What follows belongs to an exercise in optimizing a design on an open flow for small area; a production flow would make more cautious choices.
In this exercise RTL edits were held to simulation tests only and were not proved equivalent to the original.
No activity file was given, so power comes from the tool's default toggle rates. The flow treats the clock pin as an ideal source, which a real chip does not have.

==> flow/design.v <==
module avr_boot_engine (
    input  wire        clk,
    input  wire        rst,           
    output wire        link_load,     
    output reg  [7:0]  link_tx,
    output wire        link_poll,     
    input  wire        link_done,
    input  wire        link_wcol,
    input  wire [7:0]  link_rx,
    output wire        nvm_poll,      
    input  wire        nvm_busy,
    output wire        nvm_op,        
    output reg  [1:0]  nvm_cmd,       
    output reg  [16:0] nvm_addr,
    output reg  [7:0]  nvm_lo,
    output reg  [7:0]  nvm_hi,
    output wire        pm_re,
    output reg  [16:0] pm_addr,
    input  wire [7:0]  pm_data,
    output wire        aux_re,
    output wire        aux_we,
    output reg  [15:0] aux_addr,
    output reg  [7:0]  aux_wdata,
    input  wire [7:0]  aux_rdata,
    output wire        escape,
    output wire [2:0]  esc_cause,
    output wire        irq_inhibit
);
    localparam [7:0]   AUX_MARKER  = 8'h01;
    localparam [2:0] CAUSE_LEAVE = 3'd0, CAUSE_TIMEOUT = 3'd1, CAUSE_COLLISION = 3'd2,
                     CAUSE_DESYNC = 3'd3, CAUSE_OVERSIZE = 3'd4;
    localparam [3:0] S_LOAD  = 4'd0,    
                     S_POLL  = 4'd1,    
                     S_PWR   = 4'd2,    
                     S_FDONE = 4'd3,    
                     S_CHECK = 4'd4,    
                     S_AUXW  = 4'd5,    
                     S_NWAIT = 4'd6,    
                     S_NOP   = 4'd7,    
                     S_S2    = 4'd8,    
                     S_RDS   = 4'd9,    
                     S_RDC   = 4'd10,   
                     S_SWAP  = 4'd12,   
                     S_ESC   = 4'd11;   
    localparam [2:0] K_CMD = 3'd0, K_ACK = 3'd1, K_SIG = 3'd2, K_PAY = 3'd3, K_OUT = 3'd4;
    localparam [2:0] O_OTHER = 3'd7, O_PING = 3'd1, O_LEAVE = 3'd2, O_SETADDR = 3'd3,
                     O_SIG = 3'd4, O_WRITE = 3'd5, O_READ = 3'd6;
    localparam [2:0] P_ERASE = 3'd0, P_STAGE = 3'd1, P_COMMIT = 3'd2,
                     P_RWW = 3'd3, P_DONE = 3'd4;
    reg [3:0]  state;
    reg [2:0]  kind;
    reg [2:0]  op;
    reg [1:0]  bi;           
    reg [2:0]  pstep;
    reg [15:0] addr_r;       
    reg        hibank;
    reg        auxsel;
    reg [2:0]  errcnt;
    reg [9:0]  pollcnt;      
    reg [15:0] p;            
    reg [15:0] r;            
    reg        l8;           
    reg [7:0]  llo;          
    reg        big;          
    reg        bad;          
    reg        rv;           
    reg [6:0]    ph;
    reg [2047:0] ring;
    localparam [9:0] POLL0 = 10'h001, POLL1000 = 10'h3ac;
    wire [9:0] pollcnt_nx = {pollcnt[8:0], pollcnt[9] ^ pollcnt[6]};
    wire [15:0] a0    = {addr_r[14:0], 1'b0};
    wire [15:0] p_inc = p + 16'd1;
    wire [15:0] r_dec = r - 16'd1;
    wire        r_nz  = (r != 16'd0);
    wire [7:0] slot  = (kind == K_OUT) ? {5'd0, bi, 1'b0} : p[7:0];
    wire       match = (ph == slot[7:1]);
    wire [7:0] rd_b  = slot[0] ? ring[15:8] : ring[7:0];
    wire [7:0] mem_rd = auxsel ? aux_rdata : pm_data;
    wire rd_issue = r_nz && ((state == S_RDS) || ((state == S_RDC) && match && (bi != 2'd3)));
    assign link_load   = (state == S_LOAD) && ((kind != K_OUT) || match);
    assign link_poll   = (state == S_POLL);
    assign nvm_poll    = (state == S_NWAIT);
    assign nvm_op      = (state == S_NOP) && ((pstep != P_STAGE) || match);
    assign pm_re       = rd_issue && !auxsel;
    assign aux_re      = rd_issue && auxsel;
    assign aux_we      = (state == S_AUXW) && r_nz && match;
    assign irq_inhibit = (state == S_NWAIT) || (state == S_NOP);
    assign escape      = (state == S_ESC);
    assign esc_cause   = op;
    reg       ring_we;
    reg [7:0] ring_wd;
    always @(*) begin
        ring_we = match && ((state == S_PWR) || (state == S_RDC));
        ring_wd = (state == S_PWR) ? p[15:8] : (rv ? mem_rd : 8'h00);
    end
    wire [15:0] ring_in = {(ring_we &&  slot[0]) ? ring_wd : ring[15:8],
                           (ring_we && !slot[0]) ? ring_wd : ring[7:0]};
    always @(*) begin
        case (kind)
            K_OUT: link_tx = rd_b;
            K_ACK: case (bi)
                       2'd0: link_tx = 8'hA0;
                       2'd1: link_tx = 8'h00;
                       2'd2: link_tx = 8'hA2;
                       default: link_tx = 8'hA3;
                   endcase
            K_SIG: case (bi)
                       2'd0: link_tx = 8'h5A;
                       2'd1: link_tx = 8'h5B;
                       2'd2: link_tx = 8'h5C;
                       default: link_tx = 8'h00;
                   endcase
            default: link_tx = 8'h00;
        endcase
        nvm_cmd   = pstep[1:0];
        nvm_addr  = {hibank, p};
        nvm_lo    = ring[7:0];
        nvm_hi    = ring[15:8];
        pm_addr   = {hibank, p};
        aux_addr  = p;
        aux_wdata = rd_b;
    end
    reg [2:0] op_dec;
    always @(*) begin
        case (link_rx)
            8'h30:   op_dec = O_PING;
            8'h51:   op_dec = O_LEAVE;
            8'h55:   op_dec = O_SETADDR;
            8'h75:   op_dec = O_SIG;
            8'h64:   op_dec = O_WRITE;
            8'h74:   op_dec = O_READ;
            default: op_dec = O_OTHER;
        endcase
    end
    always @(posedge clk) begin
        ph      <= ph + 7'd1;
        pollcnt <= (state == S_LOAD) ? POLL0 : pollcnt_nx;
        ring <= {ring_in, ring[2047:16]};
    end
    always @(posedge clk) begin
        if (rst) begin
            state  <= S_LOAD;
            kind   <= K_CMD;
            bi     <= 2'd0;
            addr_r <= 16'h0000;
            errcnt <= 3'd0;
        end else begin
            case (state)
                S_LOAD: begin
                    if (link_load)
                        state <= S_POLL;
                end
                S_POLL: begin
                    if (link_wcol)
                        errcnt <= errcnt + 3'd1;
                    if (link_wcol && errcnt == 3'd7) begin
                        op <= CAUSE_COLLISION;
                        state     <= S_ESC;
                    end else if (link_done) begin
                        if (kind == K_CMD) begin
                            case (bi)
                                2'd0: op <= op_dec;
                                2'd1: begin
                                    if (op == O_SETADDR) addr_r[7:0] <= link_rx;
                                    r[15:8] <= link_rx;
                                    l8      <= link_rx[0];
                                    big     <= (link_rx[7:1] != 7'd0);
                                end
                                2'd2: begin
                                    if (op == O_SETADDR) addr_r[15:8] <= link_rx;
                                    r[7:0] <= link_rx;
                                    llo    <= link_rx;
                                    if (l8 && link_rx != 8'd0) big <= 1'b1;
                                end
                                default: auxsel <= (link_rx == AUX_MARKER);
                            endcase
                        end
                        if (kind == K_PAY) begin
                            p[15:8] <= link_rx;
                            state   <= S_PWR;
                        end else begin
                            bi    <= bi + 2'd1;
                            state <= (bi == 2'd3) ? S_FDONE : S_LOAD;
                        end
                    end else if (pollcnt == POLL1000) begin
                        op <= CAUSE_TIMEOUT;
                        state     <= S_ESC;
                    end
                end
                S_PWR: begin
                    if (match) begin
                        if (r_nz) begin
                            r <= r_dec;
                            p <= p_inc;
                        end else if (p[15:8] != 8'd0) begin
                            bad <= 1'b1;
                        end
                        bi    <= bi + 2'd1;
                        state <= (bi == 2'd3) ? S_FDONE : S_LOAD;
                    end
                end
                S_FDONE: begin
                    state <= S_LOAD;
                    case (kind)
                        K_CMD: begin
                            case (op)
                                O_PING, O_LEAVE, O_SETADDR: kind <= K_ACK;
                                O_SIG:  kind <= K_SIG;
                                O_WRITE: begin
                                    p      <= a0;
                                    hibank <= addr_r[15];
                                    bad    <= 1'b0;
                                    kind   <= K_PAY;
                                    if (!r_nz) state <= S_CHECK;
                                end
                                O_READ: begin
                                    p      <= a0;
                                    hibank <= addr_r[15];
                                    state  <= S_RDS;
                                end
                                default: kind <= K_CMD;
                            endcase
                        end
                        K_ACK: begin
                            kind <= K_CMD;
                            if (op == O_LEAVE) begin
                                op <= CAUSE_LEAVE;
                                state     <= S_ESC;
                            end
                        end
                        K_PAY: begin
                            if (!r_nz) state <= S_CHECK;
                        end
                        K_OUT: state <= S_RDS;
                        default: kind <= K_CMD;
                    endcase
                end
                S_CHECK: begin
                    r     <= {7'd0, l8, llo};
                    p     <= a0;
                    pstep <= P_ERASE;
                    if (bad) begin
                        op <= CAUSE_DESYNC;
                        state     <= S_ESC;
                    end else if (big) begin
                        op <= CAUSE_OVERSIZE;
                        state     <= S_ESC;
                    end else if (auxsel) begin
                        state <= S_AUXW;
                    end else begin
                        state <= S_NWAIT;
                    end
                end
                S_AUXW: begin
                    if (!r_nz) begin
                        addr_r <= p;
                        kind   <= K_ACK;
                        state  <= S_LOAD;
                    end else if (match) begin
                        r <= r_dec;
                        p <= p_inc;
                    end
                end
                S_NWAIT: begin
                    if (!nvm_busy) begin
                        if (pstep == P_DONE) begin
                            kind  <= K_ACK;
                            state <= S_LOAD;
                        end else begin
                            state <= S_NOP;
                        end
                    end
                end
                S_NOP: begin
                    case (pstep)
                        P_ERASE: begin
                            state <= S_NWAIT;
                            if (r_nz) begin
                                pstep <= P_STAGE;
                            end else begin
                                addr_r <= p;
                                pstep  <= P_COMMIT;
                            end
                        end
                        P_STAGE: begin
                            if (match) begin
                                r     <= r_dec;
                                p     <= p_inc;
                                state <= S_S2;
                            end
                        end
                        P_COMMIT: begin
                            state <= S_NWAIT;
                            pstep <= P_RWW;
                        end
                        default: begin
                            state <= S_NWAIT;
                            pstep <= P_DONE;
                        end
                    endcase
                end
                S_S2: begin
                    p <= p_inc;
                    if (r_nz && r != 16'd1) begin
                        r     <= r_dec;
                        state <= S_NWAIT;
                    end else begin
                        state <= S_SWAP;
                    end
                end
                S_SWAP: begin
                    addr_r <= p;
                    p      <= a0;
                    pstep  <= P_COMMIT;
                    state  <= S_NWAIT;
                end
                S_RDS: begin
                    if (!r_nz) begin
                        kind  <= K_CMD;
                        state <= S_LOAD;
                    end else begin
                        r     <= r_dec;
                        p     <= p_inc;
                        rv    <= 1'b1;
                        kind  <= K_OUT;
                        state <= S_RDC;
                    end
                end
                S_RDC: begin
                    if (match) begin
                        bi <= bi + 2'd1;
                        if (bi != 2'd3) begin
                            rv <= r_nz;
                            if (r_nz) begin
                                r <= r_dec;
                                p <= p_inc;
                            end
                        end else begin
                            state <= S_LOAD;
                        end
                    end
                end
                default: state <= S_ESC;
            endcase
        end
    end
endmodule
==> flow/config.mk <==
export PLATFORM = sky130hd
export DESIGN_NAME = avr_boot_engine
export DESIGN_NICKNAME = avr_boot_engine
export VERILOG_FILES = /design/flow/design.v
export SDC_FILE = /design/flow/constraint.sdc
export NUM_CORES = 4
export LEC_CHECK = 0
export CAP_MARGIN = 20
export CORE_MARGIN = 2
export CORE_UTILIZATION = 30
export SLEW_MARGIN = 20
==> flow/constraint.sdc <==
create_clock -name core_clock -period 10.0 [get_ports {clk}]
set_input_delay 2.0000 -clock core_clock [delete_from_list [all_inputs] [get_ports {clk}]]
set_output_delay 2.0000 -clock core_clock [all_outputs]
set_load 0.01 [all_outputs]
standard.sh (not shown) runs the stock make flow with config.mk's settings and CLKGATE_MAP_FILE= SYNTH_SCRIPT=/design/flow/synth_recipe.tcl, a recipe that flattens the netlist after the stock synthesis.
==> flow/flow/run.sh <==
#!/bin/bash
export BUFFER_PORTS_ARGS="-buffer_cell sky130_fd_sc_hd__buf_1"
export CTS_ARGS="-sink_clustering_enable -repair_clock_nets -dont_use_dummy_load -sink_clustering_size 30 -sink_clustering_max_diameter 100 -buf_list sky130_fd_sc_hd__clkbuf_16"
bash standard.sh > standard.log 2>&1
==> next run, changes <==
--- a/flow/design.v
+++ b/flow/design.v
@@ -70,15 +70,15 @@
     wire [9:0] pollcnt_nx = {pollcnt[8:0], pollcnt[9] ^ pollcnt[6]};
     wire [15:0] a0    = {addr_r[14:0], 1'b0};
     wire [15:0] p_inc = p + 16'd1;
     wire [15:0] r_dec = r - 16'd1;
     wire        r_nz  = (r != 16'd0);
-    wire [7:0] slot  = (kind == K_OUT) ? {5'd0, bi, 1'b0} : p[7:0];
+    wire [7:0] slot  = (kind == K_OUT) ? {4'd0, bi, 2'b00} : p[7:0];
     wire       match = (ph == slot[7:1]);
     wire [7:0] rd_b  = slot[0] ? ring[15:8] : ring[7:0];
     wire [7:0] mem_rd = auxsel ? aux_rdata : pm_data;
-    wire rd_issue = r_nz && ((state == S_RDS) || ((state == S_RDC) && match && (bi != 2'd3)));
+    wire rd_issue = r_nz && (state == S_RDS);
     assign link_load   = (state == S_LOAD) && ((kind != K_OUT) || match);
     assign link_poll   = (state == S_POLL);
     assign nvm_poll    = (state == S_NWAIT);
     assign nvm_op      = (state == S_NOP) && ((pstep != P_STAGE) || match);
     assign pm_re       = rd_issue && !auxsel;
@@ -313,33 +313,27 @@
                     p      <= a0;
                     pstep  <= P_COMMIT;
                     state  <= S_NWAIT;
                 end
                 S_RDS: begin
-                    if (!r_nz) begin
+                    rv <= r_nz;
+                    if (r_nz) begin
+                        r <= r_dec;
+                        p <= p_inc;
+                    end
+                    if (!r_nz && bi == 2'd0) begin
                         kind  <= K_CMD;
                         state <= S_LOAD;
                     end else begin
-                        r     <= r_dec;
-                        p     <= p_inc;
-                        rv    <= 1'b1;
                         kind  <= K_OUT;
                         state <= S_RDC;
                     end
                 end
                 S_RDC: begin
                     if (match) begin
-                        bi <= bi + 2'd1;
-                        if (bi != 2'd3) begin
-                            rv <= r_nz;
-                            if (r_nz) begin
-                                r <= r_dec;
-                                p <= p_inc;
-                            end
-                        end else begin
-                            state <= S_LOAD;
-                        end
+                        bi    <= bi + 2'd1;
+                        state <= (bi == 2'd3) ? S_LOAD : S_RDS;
                     end
                 end
                 default: state <= S_ESC;
             endcase
         end
Non-clock buffer count went up by 1.
Worst hold slack is worse by 0.013 ns.
Area after synthesis is about the same.
Routed wire length went down slightly.
Power increases slightly.

separate check: timing with driven ports:
The results above use ideal ports. As a check the final layouts listed here were re-extracted and re-timed, cells and wires unchanged. Step 1 (the two cells are an assumption about what drives the block):
set clk [get_ports {clk}]
set_driving_cell -lib_cell sky130_fd_sc_hd__clkbuf_16 $clk
set_driving_cell -lib_cell sky130_fd_sc_hd__buf_2 [delete_from_list [all_inputs] $clk]
Step 2 moves the port delays by t, midway between the first and last clock arrival at a register: inputs arrive t later, outputs are due t later. That takes back most of the time a late clock gives input paths. Three values: no drivers, after step 1, after step 2; two values: the first two.
| run | t (ns) | setup WS [ns] | worst register clock-pin slew, ns | worst slew at a driven data input, ns | cell pins on the clock port's net |
|---|---|---|---|---|---|
| the first run | 0.724 | 4.514 / 4.441 / 5.165 | 0.12 / 0.12 | 0.04 | 1 |
| the second run | 0.716 | 4.506 / 4.438 / 5.154 | 0.11 / 0.11 | 0.13 | 1 |
After both steps setup and hold are still met in every run listed.
